Background: an optimization exercise with open tools, aiming at a short achievable clock period and few clock cycles. Do not read the settings as production practice. At most, simulation tests tie the RTL to the original design; equivalence was not proved. No activity file was given, so power comes from the tool's default toggle rates.

==> flow/design.v <==
module csc16_sel #(
    parameter W = 1
) (
    input  wire         s,
    input  wire [W-1:0] a,
    input  wire [W-1:0] b,
    output wire [W-1:0] y
);
    assign y = s ? a : b;
endmodule
module csc16 (
    input  wire        clk,
    input  wire        rst,
    input  wire        cmd_valid,
    output wire        cmd_ready,
    input  wire [39:0] cmd_word,
    output wire        rsp_valid,
    output wire [2:0]  rsp_status,
    output wire [31:0] rsp_res,
    output reg         str_valid,
    output reg  [7:0]  str_data,
    output wire        tx_valid,
    output wire [7:0]  tx_data,
    input  wire        tx_ok,
    input  wire        tx_fail,
    output wire        rx_req,
    input  wire        rx_valid,
    input  wire [7:0]  rx_data,
    input  wire        rx_timeout,
    input  wire        rx_err
);
    localparam [2:0] ST_OK       = 3'd0;
    localparam [2:0] ST_SHORT    = 3'd1;
    localparam [2:0] ST_MISMATCH = 3'd2;
    localparam [2:0] ST_TRANSP   = 3'd3;
    localparam [2:0] ST_ILLEGAL  = 3'd4;
    function [15:0] crc_step;
        input [15:0] s;
        input [7:0]  b;
        integer i;
        reg [15:0] t;
        begin
            t = s ^ {b, 8'h00};
            for (i = 0; i < 8; i = i + 1)
                if (t[15]) t = (t << 1) ^ 16'h1021;
                else       t = t << 1;
            crc_step = t;
        end
    endfunction
    reg [15:0] crc;
    reg        ir;       
    reg        rr;       
    reg        txm;      
    reg        rxm;      
    reg        last;     
    reg        tl;       
    reg        dl;       
    reg        feed;     
    reg        strm;     
    reg        ckm;      
    reg        s8;       
    reg        s16;      
    reg        hm;       
    reg        clrp;     
    reg        updp;     
    reg [2:0]  st;
    reg [31:0] R;        
    reg [31:0] sh;       
    reg [5:0]  cnt;      
    wire tdone = tl & tx_ok;
    wire ddone = dl & rx_valid;
    assign rsp_valid  = rr | tdone | ddone;
    assign cmd_ready  = ir | tdone | ddone;
    assign rsp_status = st;
    assign rsp_res    = {R[31:8], rxm ? rx_data : R[7:0]};
    assign tx_valid   = txm;
    assign rx_req     = rxm;
    assign tx_data    = sh[31:24];
    wire        take = cmd_valid & cmd_ready;
    wire [7:0]  op   = cmd_word[39:32];
    wire [31:0] imm  = cmd_word[31:0];
    wire        fd_rx  = rxm & feed & rx_valid;
    wire        fd_tx  = (txm & feed & tx_ok) | updp;
    wire [15:0] crc_a  = crc_step(crc, 8'h00);
    wire [15:0] crc_rx = crc_a ^ crc_step(16'h0000, rx_data);
    wire [15:0] crc_tx = crc_a ^ crc_step(16'h0000, sh[31:24]);
    wire [15:0] crc_e  = clrp ? 16'h0000 : fd_tx ? crc_tx : crc;
    wire [15:0] crc_nx;
    csc16_sel #(.W(16)) u_crc (.s(fd_rx), .a(crc_rx), .b(crc_e), .y(crc_nx));
    always @(posedge clk) begin
        if (rst)
            crc <= 16'h0000;
        else
            crc <= crc_nx;
    end
    always @(posedge clk) begin
        str_data  <= rx_data;
        if (rst)
            str_valid <= 1'b0;
        else
            str_valid <= rxm & strm & rx_valid & (rx_data != 8'h00);
    end
    reg        ir_c, rr_c, txm_c, rxm_c, last_c, tl_c, dl_c, feed_c, strm_c, ckm_c;
    reg        s8_c, s16_c, hm_c, clrp_c, updp_c;
    reg [2:0]  st_c;
    reg [31:0] R_c, sh_c;
    reg [5:0]  cnt_c;
    always @(*) begin
        ir_c   = ir;
        rr_c   = 1'b0;
        txm_c  = txm;
        rxm_c  = rxm;
        last_c = last;
        tl_c   = tl;
        dl_c   = dl;
        feed_c = feed;
        strm_c = strm;
        ckm_c  = ckm;
        s8_c   = s8;
        s16_c  = s16;
        hm_c   = hm;
        clrp_c = 1'b0;
        updp_c = 1'b0;
        st_c   = st;
        R_c    = R;
        sh_c   = sh;
        cnt_c  = cnt;
        if (txm) begin
            if (tx_fail) begin
                txm_c = 1'b0;
                tl_c  = 1'b0;
                ir_c  = 1'b1;
                rr_c  = 1'b1;
                st_c  = ST_TRANSP;
                R_c   = 32'd0;
            end else if (tx_ok) begin
                sh_c   = {sh[23:0], 8'd0};
                cnt_c  = cnt - 6'd1;
                last_c = (cnt == 6'd2);
                tl_c   = (cnt == 6'd2);
                if (last) begin
                    txm_c = 1'b0;
                    ir_c  = 1'b1;
                end
            end
        end
        if (rxm) begin
            if (rx_timeout | rx_err) begin
                rxm_c = 1'b0;
                dl_c  = 1'b0;
                s8_c  = 1'b0;
                ir_c  = 1'b1;
                rr_c  = 1'b1;
                st_c  = rx_timeout ? ST_SHORT : ST_TRANSP;
                R_c   = 32'd0;
            end else if (rx_valid) begin
                if (strm) begin
                    cnt_c = cnt + 6'd1;
                    if (rx_data == 8'h00) begin
                        rxm_c = 1'b0;
                        ir_c  = 1'b1;
                        rr_c  = 1'b1;
                        R_c   = {26'd0, cnt};
                    end else if (cnt == 6'd47) begin
                        rxm_c = 1'b0;
                        ir_c  = 1'b1;
                        rr_c  = 1'b1;
                        R_c   = {26'd0, cnt + 6'd1};
                    end
                end else if (ckm) begin
                    last_c = 1'b1;
                    if (!last) begin
                        hm_c       = (rx_data == crc[15:8]);
                        R_c[15:8]  = rx_data;
                    end else begin
                        rxm_c = 1'b0;
                        ir_c  = 1'b1;
                        rr_c  = 1'b1;
                        if (hm && rx_data == crc[7:0]) begin
                            R_c = {16'd0, R[15:8], rx_data};
                        end else begin
                            R_c  = 32'd0;
                            st_c = ST_MISMATCH;
                        end
                    end
                end else if (s8) begin
                    rxm_c = 1'b0;
                    s8_c  = 1'b0;
                    ir_c  = 1'b1;
                    rr_c  = 1'b1;
                    R_c   = {{24{rx_data[7]}}, rx_data};
                end else begin
                    cnt_c  = cnt - 6'd1;
                    last_c = (cnt == 6'd2);
                    dl_c   = (cnt == 6'd2);
                    R_c    = {s16 ? {16{rx_data[7]}} : R[23:8], rx_data, 8'd0};
                    if (last) begin
                        rxm_c = 1'b0;
                        dl_c  = 1'b0;
                        s8_c  = 1'b0;
                        ir_c  = 1'b1;
                    end
                end
            end
        end
    end
    reg        ir_n, rr_n, txm_n, rxm_n, last_n, tl_n, dl_n, feed_n, strm_n, ckm_n;
    reg        s8_n, s16_n, clrp_n, updp_n;
    reg [2:0]  st_n;
    reg [31:0] R_n, sh_n;
    reg [5:0]  cnt_n;
    always @(*) begin
        st_n   = ST_OK;
        R_n    = 32'd0;
        rr_n   = 1'b0;
        txm_n  = 1'b0;
        rxm_n  = 1'b0;
        tl_n   = 1'b0;
        dl_n   = 1'b0;
        s8_n   = 1'b0;
        s16_n  = 1'b0;
        strm_n = 1'b0;
        ckm_n  = 1'b0;
        feed_n = 1'b0;
        last_n = 1'b0;
        ir_n   = 1'b1;
        cnt_n  = 6'd0;
        clrp_n = 1'b0;
        updp_n = 1'b0;
        sh_n   = op[5]           ? {crc_nx, 16'd0}    :
                 (op[4] & op[1]) ? imm                :
                 (op[4] & op[0]) ? {imm[15:0], 16'd0} :
                                   {imm[7:0], 24'd0};
        case (op)
            8'h00: begin
                clrp_n = 1'b1;
                rr_n   = 1'b1;
            end
            8'h01: begin
                updp_n = 1'b1;
                rr_n   = 1'b1;
            end
            8'h02: begin
                R_n  = {16'd0, crc_nx};
                rr_n = 1'b1;
            end
            8'h10, 8'h11, 8'h12, 8'h14, 8'h15, 8'h16: begin
                txm_n  = 1'b1;
                ir_n   = 1'b0;
                feed_n = 1'b1;
                case (op[1:0])
                    2'd0: begin
                        cnt_n  = 6'd1;
                        last_n = 1'b1;
                        tl_n   = 1'b1;
                    end
                    2'd1:    cnt_n = 6'd2;
                    default: cnt_n = 6'd4;
                endcase
            end
            8'h30: begin
                txm_n = 1'b1;
                ir_n  = 1'b0;
                cnt_n = 6'd2;
            end
            8'h20, 8'h21, 8'h22, 8'h24, 8'h25, 8'h26: begin
                rxm_n  = 1'b1;
                ir_n   = 1'b0;
                feed_n = 1'b1;
                case (op[1:0])
                    2'd0: begin
                        cnt_n  = 6'd1;
                        last_n = 1'b1;
                        dl_n   = !op[2];
                        s8_n   = op[2];
                    end
                    2'd1: begin
                        cnt_n = 6'd2;
                        s16_n = op[2];
                    end
                    default: cnt_n = 6'd4;
                endcase
            end
            8'h28: begin
                rxm_n  = 1'b1;
                ir_n   = 1'b0;
                feed_n = 1'b1;
                strm_n = 1'b1;
            end
            8'h31: begin
                rxm_n = 1'b1;
                ir_n  = 1'b0;
                ckm_n = 1'b1;
                cnt_n = 6'd2;
            end
            default: begin
                st_n = ST_ILLEGAL;
                rr_n = 1'b1;
            end
        endcase
    end
    localparam NW = 19 + 3 + 32 + 32 + 6;
    wire [NW-1:0] nx;
    csc16_sel #(.W(NW)) u_take (
        .s (take),
        .a ({ir_n, rr_n, txm_n, rxm_n, last_n, tl_n, dl_n, feed_n, strm_n, ckm_n,
             s8_n, s16_n, hm,   clrp_n, updp_n, 4'b0000,
             st_n, R_n, sh_n, cnt_n}),
        .b ({ir_c, rr_c, txm_c, rxm_c, last_c, tl_c, dl_c, feed_c, strm_c, ckm_c,
             s8_c, s16_c, hm_c, clrp_c, updp_c, 4'b0000,
             st_c, R_c, sh_c, cnt_c}),
        .y (nx)
    );
    always @(posedge clk) begin
        {hm, st, R, sh, cnt} <= {nx[NW-13], nx[72:0]};
        {last, feed, strm, ckm, s16} <= {nx[NW-5], nx[NW-8], nx[NW-9], nx[NW-10],
                                        nx[NW-12]};
        if (rst) begin
            ir   <= 1'b1;
            rr   <= 1'b0;
            txm  <= 1'b0;
            rxm  <= 1'b0;
            tl   <= 1'b0;
            dl   <= 1'b0;
            s8   <= 1'b0;
            clrp <= 1'b0;
            updp <= 1'b0;
        end else begin
            {ir, rr, txm, rxm} <= nx[NW-1:NW-4];
            {tl, dl} <= nx[NW-6:NW-7];
            s8   <= nx[NW-11];
            clrp <= nx[NW-14];
            updp <= nx[NW-15];
        end
    end
endmodule
export LEC_CHECK = 0
export ABC_CLOCK_PERIOD_IN_PS = 1500
export CAP_MARGIN = 20
export CORE_MARGIN = 2
export CORE_UTILIZATION = 40
export SETUP_SLACK_MARGIN = 3.0
export SLEW_MARGIN = 20
export SYNTH_HIERARCHICAL = 1
export SYNTH_MINIMUM_KEEP_SIZE = 0
export TNS_END_PERCENT = 100
create_clock -name core_clock -period 4.0 [get_ports {clk}]
run.sh (not shown) runs the stock make flow with config.mk's settings and CLKGATE_MAP_FILE= SYNTH_SCRIPT=/design/flow/synth_recipe.tcl, a recipe that flattens the netlist after the stock synthesis.
The baseline passed the timing, design-rule and antenna checks.
Testbench counts at the start, summed over its fixed seeds: cycles 19,498.
==> next run, changes <==
--- a/flow/design.v
+++ b/flow/design.v
@@ -71,9 +71,9 @@
     wire ddone = dl & rx_valid;
     assign rsp_valid  = rr | tdone | ddone;
     assign cmd_ready  = ir | tdone | ddone;
     assign rsp_status = st;
-    assign rsp_res    = {R[31:8], rxm ? rx_data : R[7:0]};
+    assign rsp_res    = {R[31:8], R[7:0] | (rx_data & {8{rxm}})};
     assign tx_valid   = txm;
     assign rx_req     = rxm;
     assign tx_data    = sh[31:24];
     wire        take = cmd_valid & cmd_ready;
Effect: Total power climbs by 6.3%; final area climbs by 5.3%; global-route usage climbs by 0.60 points; worst hold slack improved by 0.0090 ns; setup slack got worse by 0.12 ns; combinational power climbs by about 6%; flip-flop and latch count does not change; register-to-register slack got worse by 0.15 ns; wire length climbs by 7.3%; utilization climbs by 3.6 points; clock power climbs by about 10%; final cell count climbs by 7.4%.
For the second run of this note, only the layout was checked, not whether the RTL still works.

port drivers added, routing unchanged:
In the flow no input, the clock included, has a driving cell. The finished layouts below were timed again as built, in two steps.
Step 1, drivers: a clkbuf_16 drives clk and a buf_2 each remaining input, both assumed.
Step 2 times the ports against the registers' clock, not the clock port: input delays grow and output delays shrink by t, the midpoint of the rising clock arrivals with the driver on.
Three values: ideal, step 1, step 2; two values: the first two.
run | t, ns | setup WS [ns] | hold slack, ns | worst data-port slew with drivers (ns)
the first run | 0.467 | 1.789 / 1.744 / 1.354 | 0.528 / 0.528 / 0.528 | 0.06
the second run | 0.469 | 1.670 / 1.639 / 1.274 | 0.537 / 0.537 / 0.537 | 0.07
After both steps every run listed still meets setup and hold. For the first run, which loses most, drivers alone change the setup slack by -0.045 ns; drivers and shift together by -0.435 ns.
